This is an optimization exercise on Yosys and OpenROAD, whose aim is small area, a short achievable clock period and few clock cycles, not a production implementation. In this exercise RTL edits were held to simulation tests only and were not proved equivalent to the original. Power figures rest on the tool's default switching activity, not on a simulated workload.

$ cat flow/config.mk
export PLATFORM = sky130hd
export DESIGN_NAME = lmx_diffuser
export DESIGN_NICKNAME = lmx_diffuser
export VERILOG_FILES = /design/flow/design.v
export SDC_FILE = /design/flow/constraint.sdc
export NUM_CORES = 4
export LEC_CHECK = 0
export CAP_MARGIN = 20
export CORE_MARGIN = 2
export CORE_UTILIZATION = 25
export PLACE_DENSITY = 0.35
export SLEW_MARGIN = 20
$ cat flow/constraint.sdc
create_clock -name core_clock -period 10.0 [get_ports {clk}]
set_input_delay 2.0000 -clock core_clock [delete_from_list [all_inputs] [get_ports {clk}]]
set_output_delay 2.0000 -clock core_clock [all_outputs]
set_load 0.01 [all_outputs]
$ cat flow/design.v
module lmx_sha256_32 (
    input  wire         clk,
    input  wire         rst,
    input  wire         start,
    input  wire [255:0] msg,
    output reg          busy,
    output reg          done,
    output wire [255:0] digest
);
    localparam [31:0] IV0 = 32'h6a09e667, IV1 = 32'hbb67ae85,
                      IV2 = 32'h3c6ef372, IV3 = 32'ha54ff53a,
                      IV4 = 32'h510e527f, IV5 = 32'h9b05688c,
                      IV6 = 32'h1f83d9ab, IV7 = 32'h5be0cd19;
    reg [31:0] a, b, c, d, e, f, g, h;
    reg [31:0] w [0:15];        
    reg [5:0]  rnd;             
    reg        fin;             
    reg [31:0] k;
    always @(*) begin
        case (rnd)
            6'd0:  k = 32'h428a2f98; 6'd1:  k = 32'h71374491;
            6'd2:  k = 32'hb5c0fbcf; 6'd3:  k = 32'he9b5dba5;
            6'd4:  k = 32'h3956c25b; 6'd5:  k = 32'h59f111f1;
            6'd6:  k = 32'h923f82a4; 6'd7:  k = 32'hab1c5ed5;
            6'd8:  k = 32'hd807aa98; 6'd9:  k = 32'h12835b01;
            6'd10: k = 32'h243185be; 6'd11: k = 32'h550c7dc3;
            6'd12: k = 32'h72be5d74; 6'd13: k = 32'h80deb1fe;
            6'd14: k = 32'h9bdc06a7; 6'd15: k = 32'hc19bf174;
            6'd16: k = 32'he49b69c1; 6'd17: k = 32'hefbe4786;
            6'd18: k = 32'h0fc19dc6; 6'd19: k = 32'h240ca1cc;
            6'd20: k = 32'h2de92c6f; 6'd21: k = 32'h4a7484aa;
            6'd22: k = 32'h5cb0a9dc; 6'd23: k = 32'h76f988da;
            6'd24: k = 32'h983e5152; 6'd25: k = 32'ha831c66d;
            6'd26: k = 32'hb00327c8; 6'd27: k = 32'hbf597fc7;
            6'd28: k = 32'hc6e00bf3; 6'd29: k = 32'hd5a79147;
            6'd30: k = 32'h06ca6351; 6'd31: k = 32'h14292967;
            6'd32: k = 32'h27b70a85; 6'd33: k = 32'h2e1b2138;
            6'd34: k = 32'h4d2c6dfc; 6'd35: k = 32'h53380d13;
            6'd36: k = 32'h650a7354; 6'd37: k = 32'h766a0abb;
            6'd38: k = 32'h81c2c92e; 6'd39: k = 32'h92722c85;
            6'd40: k = 32'ha2bfe8a1; 6'd41: k = 32'ha81a664b;
            6'd42: k = 32'hc24b8b70; 6'd43: k = 32'hc76c51a3;
            6'd44: k = 32'hd192e819; 6'd45: k = 32'hd6990624;
            6'd46: k = 32'hf40e3585; 6'd47: k = 32'h106aa070;
            6'd48: k = 32'h19a4c116; 6'd49: k = 32'h1e376c08;
            6'd50: k = 32'h2748774c; 6'd51: k = 32'h34b0bcb5;
            6'd52: k = 32'h391c0cb3; 6'd53: k = 32'h4ed8aa4a;
            6'd54: k = 32'h5b9cca4f; 6'd55: k = 32'h682e6ff3;
            6'd56: k = 32'h748f82ee; 6'd57: k = 32'h78a5636f;
            6'd58: k = 32'h84c87814; 6'd59: k = 32'h8cc70208;
            6'd60: k = 32'h90befffa; 6'd61: k = 32'ha4506ceb;
            6'd62: k = 32'hbef9a3f7; default: k = 32'hc67178f2;
        endcase
    end
    wire [31:0] s1  = {e[5:0], e[31:6]} ^ {e[10:0], e[31:11]} ^ {e[24:0], e[31:25]};
    wire [31:0] ch  = (e & f) ^ (~e & g);
    wire [31:0] t1  = h + s1 + ch + k + w[0];
    wire [31:0] s0  = {a[1:0], a[31:2]} ^ {a[12:0], a[31:13]} ^ {a[21:0], a[31:22]};
    wire [31:0] maj = (a & b) ^ (a & c) ^ (b & c);
    wire [31:0] t2  = s0 + maj;
    wire [31:0] ws0 = {w[1][6:0], w[1][31:7]} ^ {w[1][17:0], w[1][31:18]} ^ (w[1] >> 3);
    wire [31:0] ws1 = {w[14][16:0], w[14][31:17]} ^ {w[14][18:0], w[14][31:19]} ^ (w[14] >> 10);
    wire [31:0] wnext = ws1 + w[9] + ws0 + w[0];
    wire [31:0] m [0:15];
    genvar gi;
    generate
        for (gi = 0; gi < 8; gi = gi + 1) begin : g_msg
            assign m[gi] = {msg[32*gi +: 8], msg[32*gi + 8 +: 8],
                            msg[32*gi + 16 +: 8], msg[32*gi + 24 +: 8]};
        end
    endgenerate
    assign m[8]  = 32'h80000000;
    assign m[9]  = 32'h0;
    assign m[10] = 32'h0;
    assign m[11] = 32'h0;
    assign m[12] = 32'h0;
    assign m[13] = 32'h0;
    assign m[14] = 32'h0;
    assign m[15] = 32'h00000100;
    integer i;
    always @(posedge clk) begin
        if (rst) begin
            busy <= 1'b0;
            done <= 1'b0;
            fin  <= 1'b0;
            rnd  <= 6'd0;
        end else begin
            done <= 1'b0;
            if (!busy) begin
                if (start) begin
                    busy <= 1'b1;
                    rnd  <= 6'd0;
                    a <= IV0; b <= IV1; c <= IV2; d <= IV3;
                    e <= IV4; f <= IV5; g <= IV6; h <= IV7;
                    for (i = 0; i < 16; i = i + 1)
                        w[i] <= m[i];
                end
            end else if (fin) begin
                a <= a + IV0; b <= b + IV1; c <= c + IV2; d <= d + IV3;
                e <= e + IV4; f <= f + IV5; g <= g + IV6; h <= h + IV7;
                fin  <= 1'b0;
                busy <= 1'b0;
                done <= 1'b1;
            end else begin
                h <= g;
                g <= f;
                f <= e;
                e <= d + t1;
                d <= c;
                c <= b;
                b <= a;
                a <= t1 + t2;
                for (i = 0; i < 15; i = i + 1)
                    w[i] <= w[i + 1];
                w[15] <= wnext;
                rnd <= rnd + 6'd1;
                if (rnd == 6'd63)
                    fin <= 1'b1;
            end
        end
    end
    wire [31:0] hv [0:7];
    assign hv[0] = a; assign hv[1] = b; assign hv[2] = c; assign hv[3] = d;
    assign hv[4] = e; assign hv[5] = f; assign hv[6] = g; assign hv[7] = h;
    generate
        for (gi = 0; gi < 8; gi = gi + 1) begin : g_dig
            assign digest[32*gi +: 32] = {hv[gi][7:0], hv[gi][15:8],
                                          hv[gi][23:16], hv[gi][31:24]};
        end
    endgenerate
endmodule
module lmx_diffuser (
    input  wire        clk,
    input  wire        rst,
    input  wire        wr_en,
    input  wire [3:0]  wr_addr,
    input  wire [63:0] wr_data,
    input  wire [3:0]  rd_addr,
    output wire [63:0] rd_data,
    input  wire        start,
    input  wire [1:0]  m_m1,       
    input  wire [3:0]  nrounds,    
    output wire        busy,
    output reg         done
);
    localparam [255:0] DEGEN_C = {
        8'h20, 8'h1f, 8'h1e, 8'h1d, 8'h1c, 8'h1b, 8'h1a, 8'h19,
        8'h18, 8'h17, 8'h16, 8'h15, 8'h14, 8'h13, 8'h12, 8'h11,
        8'h10, 8'h0f, 8'h0e, 8'h0d, 8'h0c, 8'h0b, 8'h0a, 8'h09,
        8'h08, 8'h07, 8'h06, 8'h05, 8'h04, 8'h03, 8'h02, 8'h01};
    localparam [2:0] S_IDLE = 3'd0,
                     S_STEP = 3'd1,
                     S_HA   = 3'd2,
                     S_HB   = 3'd3;
    reg [255:0] blk0, blk1, blk2, blk3;
    reg [2:0]   state;
    reg [1:0]   ring_m1;
    reg [3:0]   rounds;
    reg [3:0]   round;
    reg [1:0]   step;
    reg [255:0] hash_a;
    wire [255:0] blk_a  = blk0;
    wire [255:0] blk_b  = (ring_m1 == 2'd0) ? blk0 : blk1;
    wire [255:0] blk_b2 = (blk_a == blk_b) ? (blk_b ^ DEGEN_C) : blk_b;
    reg          sha_start;
    reg  [255:0] sha_msg;
    wire         sha_busy;
    wire         sha_done;
    wire [255:0] sha_digest;
    lmx_sha256_32 u_sha (
        .clk    (clk),
        .rst    (rst),
        .start  (sha_start),
        .msg    (sha_msg),
        .busy   (sha_busy),
        .done   (sha_done),
        .digest (sha_digest)
    );
    wire [255:0] new_b = blk_b ^ hash_a ^ sha_digest ^ blk_a;
    always @(*) begin
        sha_start = 1'b0;
        sha_msg   = blk_a;
        case (state)
            S_STEP: sha_start = 1'b1;
            S_HA: if (sha_done) begin
                sha_start = 1'b1;
                sha_msg   = blk_b2;
            end
            default: ;
        endcase
    end
    assign busy    = (state != S_IDLE);
    reg [255:0] rd_blk;
    always @(*) begin
        case (rd_addr[3:2])
            2'd0:    rd_blk = blk0;
            2'd1:    rd_blk = blk1;
            2'd2:    rd_blk = blk2;
            default: rd_blk = blk3;
        endcase
    end
    assign rd_data = rd_blk[64*rd_addr[1:0] +: 64];
    always @(posedge clk) begin
        if (rst) begin
            state   <= S_IDLE;
            done    <= 1'b0;
            ring_m1 <= 2'd0;
            rounds  <= 4'd0;
            round   <= 4'd0;
            step    <= 2'd0;
        end else begin
            done <= 1'b0;
            case (state)
                S_IDLE: begin
                    if (start) begin
                        ring_m1 <= m_m1;
                        rounds  <= nrounds;
                        round   <= 4'd0;
                        step    <= 2'd0;
                        if (nrounds == 4'd0)
                            done <= 1'b1;
                        else
                            state <= S_STEP;
                    end else if (wr_en) begin
                        case (wr_addr[3:2])
                            2'd0:    blk0[64*wr_addr[1:0] +: 64] <= wr_data;
                            2'd1:    blk1[64*wr_addr[1:0] +: 64] <= wr_data;
                            2'd2:    blk2[64*wr_addr[1:0] +: 64] <= wr_data;
                            default: blk3[64*wr_addr[1:0] +: 64] <= wr_data;
                        endcase
                    end
                end
                S_STEP: state <= S_HA;
                S_HA: if (sha_done) begin
                    hash_a <= sha_digest;
                    state  <= S_HB;
                end
                S_HB: if (sha_done) begin
                    blk0 <= new_b;
                    case (ring_m1)
                        2'd1: blk1 <= blk_a;
                        2'd2: begin
                            blk1 <= blk2;
                            blk2 <= blk_a;
                        end
                        2'd3: begin
                            blk1 <= blk2;
                            blk2 <= blk3;
                            blk3 <= blk_a;
                        end
                        default: ;
                    endcase
                    if (step == ring_m1) begin
                        step <= 2'd0;
                        if (round == rounds - 4'd1) begin
                            state <= S_IDLE;
                            done  <= 1'b1;
                        end else begin
                            round <= round + 4'd1;
                            state <= S_STEP;
                        end
                    end else begin
                        step  <= step + 2'd1;
                        state <= S_STEP;
                    end
                end
                default: state <= S_IDLE;
            endcase
        end
    end
endmodule
$ cat flow/run.sh
#!/bin/bash
# synth_recipe.tcl (not shown) runs the flow's synth.tcl, then flattens the netlist and writes it again
# the make line also repeats each setting of config.mk as NAME=value (left out here)
make -C /OpenROAD-flow-scripts/flow DESIGN_CONFIG=/design/flow/config.mk WORK_HOME=/design/flow/orfs CLKGATE_MAP_FILE= SYNTH_SCRIPT=/design/flow/synth_recipe.tcl finish
==> notes.md <==
[routing by layer]
layer,global-route usage [%],up-vias
met2,44.1,5902
met3,5.08,1071
met4,15.4,32
met1,37.4,60400
met5,0,-
li1,-,48000
[final timing paths]
check                                                  to  slack, ns  cells after the start
worst max-delay path            u_sha.a[31]$_SDFFCE_PN0P_       1.11                     28
worst min register to register     rounds[1]$_SDFFE_PP0P_       0.48                      2
worst max register to register  u_sha.a[31]$_SDFFCE_PN0P_       1.11                     28
worst min-delay path               rounds[1]$_SDFFE_PP0P_       0.48                      2
[cells in the final DEF (no fill, tap or decap), drive strengths merged, types with 92 or more instances in the layout]
cell	Yosys	routed
edfxtp	2048	2048
nand2	1349	1349
a21oi	1051	1051
a221oi	861	861
o21ai	794	794
xnor2	684	684
nor2	551	551
nand2b	530	530
mux2i	530	530
buf	202	514
xor2	466	466
inv	395	405
clkbuf	1076	371
a31oi	294	294
mux4	277	277
a22oi	263	263
and2	216	216
fa	187	187
ha	159	159
diode	0	146
clkdlybuf4s50	0	140
nand4	139	139
clkinv	4	115
a211oi	92	92
[flip-flops by register name, indices dropped and copies added (netlist names), 256 cells and up]
signal,count
blk3,256
hash_a,256
blk0,256
u_sha.w,512
blk1,256
blk2,256
[power by group]
part,total [uW],switching [uW],internal [uW]
clock,10300,4530,5740
sequential,14100,1870,12200
combinational,47700,30900,16800
total,72000,37300,34700
[final cells by class]
type / count / area, sq um / area share [%]
Tap cell: 7208 / 9020 / 5.79
Antenna cell: 146 / 365 / 0.235
Clock buffer: 369 / 7700 / 4.95
Timing Repair Buffer: 656 / 5850 / 3.76
Sequential cell: 2104 / 62600 / 40.2
Multi-Input combinational cell: 9193 / 67400 / 43.3
Clock inverter: 137 / 1120 / 0.721
Inverter: 399 / 1540 / 0.986
[metrics by stage]
step / power, uW / setup WS, ns / TNS (ns) / cell area (sq um) / instances
after floorplan: 43800 / -3.86 / -2649.46 / 136000 / 13000
after global placement: 61700 / 1.20 / 0 / 146000 / 19500
after detailed placement: 61400 / 1.26 / 0 / 146000 / 19600
after CTS: 72100 / 1.06 / 0 / 155000 / 20100
after global routing: 76300 / 0.563 / 0 / 156000 / 20200
final: 72000 / 1.11 / 0 / 156000 / 20200
[worst min-delay path, delay by kind of cell (launching register included)]
family             cells  cell delay, ns
AOI/OAI and AO/OA      1            0.05
DFF                    1            0.32
and+or+nand+nor        1            0.05
[cell families (layout without fill, tap and decap cells)]
kind of cell / after synthesis / count (layout)
AO/OA/AOI/OAI: 3734 / 3734
AND/OR/NAND/NOR: 3131 / 3131
flip-flops: 2104 / 2104
buffers and inverters: 1677 / 1561
XOR/XNOR: 1150 / 1150
multiplexers: 810 / 810
adder cells (fa/ha/maj): 368 / 368
other: 0 / 146
==> impl_metrics.py <==
metrics = {
    "worst_setup_path": {
        "crit_type": "reg2reg",
        "cp_top_family": "compound AO/OA/AOI/OAI gates",
        "worst_ep_arrival_time_ns": 9.63,
        "required_ns": 10.74,
        "slowest_delay_ns": 0.62,
        "cp_num_buf_inv": 2,
        "rr_startpoint": "u_sha.e[6]$_SDFFCE_PN1P_",
        "startpoint_type": "register",
        "crit_slowest_cell": "edfxtp_1",
        "worstPathMaxFanout": 10,
        "endpoint_kind": "register",
        "startpoint": "u_sha.e[6]$_SDFFCE_PN1P_",
    },
    "timing": {
        "fin_skew_ns": 0.0936,
        "tightest_slew_ns": 1.40,
        "slew_violations": 0,
        "period_share_pct": 88.9,
        "hold_viol": 0,
        "fin_crit_ns": 8.89,
        "slew_headroom_pct": 6.55,
        "rsz0062_at_grt": "no",
        "setup-violations-final": 0,
        "whs_ns": 0.476,
        "clock.fmax_mhz": 112,
    },
    "drt": {
        "wl_per_cell_um": 40.0,
        "first_pass_iters": 9,
        "drc": 0,
        "vias": 115000,
        "viasPerCell": 5.71,
        "drt-met1-wl_mm": 334,
        "ant_nets": 0,
        "met3WireLength_mm": 61.1,
        "top_layer_used": "met5",
        "wl_mm": 808,
        "met2_length_mm": 362,
        "drtIter0Drc": 16300,
    },
    "grt": {
        "grt_pass1_wl_mm": 1060,
        "grt_antenna_before_repair": 112,
        "grt_pass1_vias": 108000,
        "overflow": 0,
        "grtUsageTotal_pct": 28.4,
        "grt_max_degree": 212,
    },
    "yosys": {
        "synthXorXnorAreaFrac_pct": 7.42,
        "yosysMostFrequentCell": "edfxtp_1",
        "yosysWarnings": 3,
        "synth_compound_area_share_pct": 18.0,
        "synthTopCellsByArea": "edfxtp_1 45%, a221oi_1 5.6%, mux4_2 4.6%",
        "synth_area_sq_um": 136000,
        "synthesis.nets": 13400,
        "yosys.area_share.simple_pct": 10.8,
        "synth.avg_cell_area_sq_um": 10.5,
        "ys_seq_elements": 2104,
        "yosysTopAreaCell": "edfxtp_1",
        "synth_edf_count": 2048,
        "synthAdderAreaFrac_pct": 4.39,
        "synth_common_cells": "2048 x edfxtp_1, 1349 x nand2_1, 1071 x clkbuf_1",
        "synthDistinctLibCells": 93,
        "yosysTopAreaCellShare_pct": 45.3,
        "synthCells": 13000,
        "synth_top_family_by_area": "compound AO/OA/AOI/OAI gates",
        "ys_seq_area_share_pct": 46.2,
        "synthMuxAreaShare_pct": 8.53,
        "async_flop_share_pct": 0,
        "synth_ff_type": "edfxtp_1",
    },
    "die": {
        "die_y_um": 741,
        "rows": 270,
        "core_sq_um": 541000,
        "start_util_pct": 25.1,
        "die-area_sq_um": 549000,
        "io_pins": 148,
        "fp.dieW_um": 741,
    },
    "clock_network": {
        "cts.sinks": 2104,
        "cts_tree": "done",
        "hold_buffers": 0,
        "post-cts-setup-buffers": 0,
        "cts-buffers-inserted": 292,
        "cts_root_buf": "clkbuf_16",
        "cts.repair.resized": 0,
        "cts_max_path_buffers": 4,
        "clk_latency_ns": 1.01,
        "cts_htree_levels": 5,
        "clk_pin_slew_ns": 0.06,
    },
    "layout": {
        "drive_gt1_share_pct": 10.3,
        "nNetsFinal": 13100,
        "area_growth_pct": 14.7,
        "n_fill_cell": 56100,
        "post-route-util_pct": 28.8,
    },
    "power_and_ir_drop": {
        "p_per_area_nw_per_um2": 463,
        "leakagePower_uw": 0.0513,
        "vdd_drop_max_uv": 864,
    },
    "place": {
        "gp_congestion": 0.950,
        "dp_hpwl_mm": 594,
        "io_buffers": 147,
    },
    "min_path": {
        "hp-class": "reg2reg",
        "min-delay-start": "rounds[1]$_SDFFE_PP0P_",
    },
    "job": {
        "drv_cap": 0,
    },
    "run_status": {
        "status": "complete, no violations",
    },
}
Testbench counts, summed over its fixed seeds: cycles 138,496.

[separate check: timing with driven ports]
The results above use ideal ports. As a check the final layout listed here was re-extracted and re-timed, cells and wires unchanged.
Step 1 (the two cells are an assumption about what drives the block):
set clk [get_ports {clk}]
set_driving_cell -lib_cell sky130_fd_sc_hd__clkbuf_16 $clk
set_driving_cell -lib_cell sky130_fd_sc_hd__buf_2 [delete_from_list [all_inputs] $clk]
Step 2 moves the port delays by t, midway between the first and last clock arrival at a register: inputs arrive t later, outputs are due t later. That takes back most of the time a late clock gives input paths.
a / b / c = ideal / step 1 / step 2; a / b = the first two.
t (ns): 1.087
setup slack, ns: 1.108 / 1.108 / 1.108
clock arrival spread, ns: 0.099 / 0.099
worst slew at a driven data input, ns: 0.45
pins driven straight from the clock port: 1
After both steps this run still meets setup and hold. For this run, drivers alone change the setup slack by 0.000 ns; drivers and shift together by 0.000 ns.
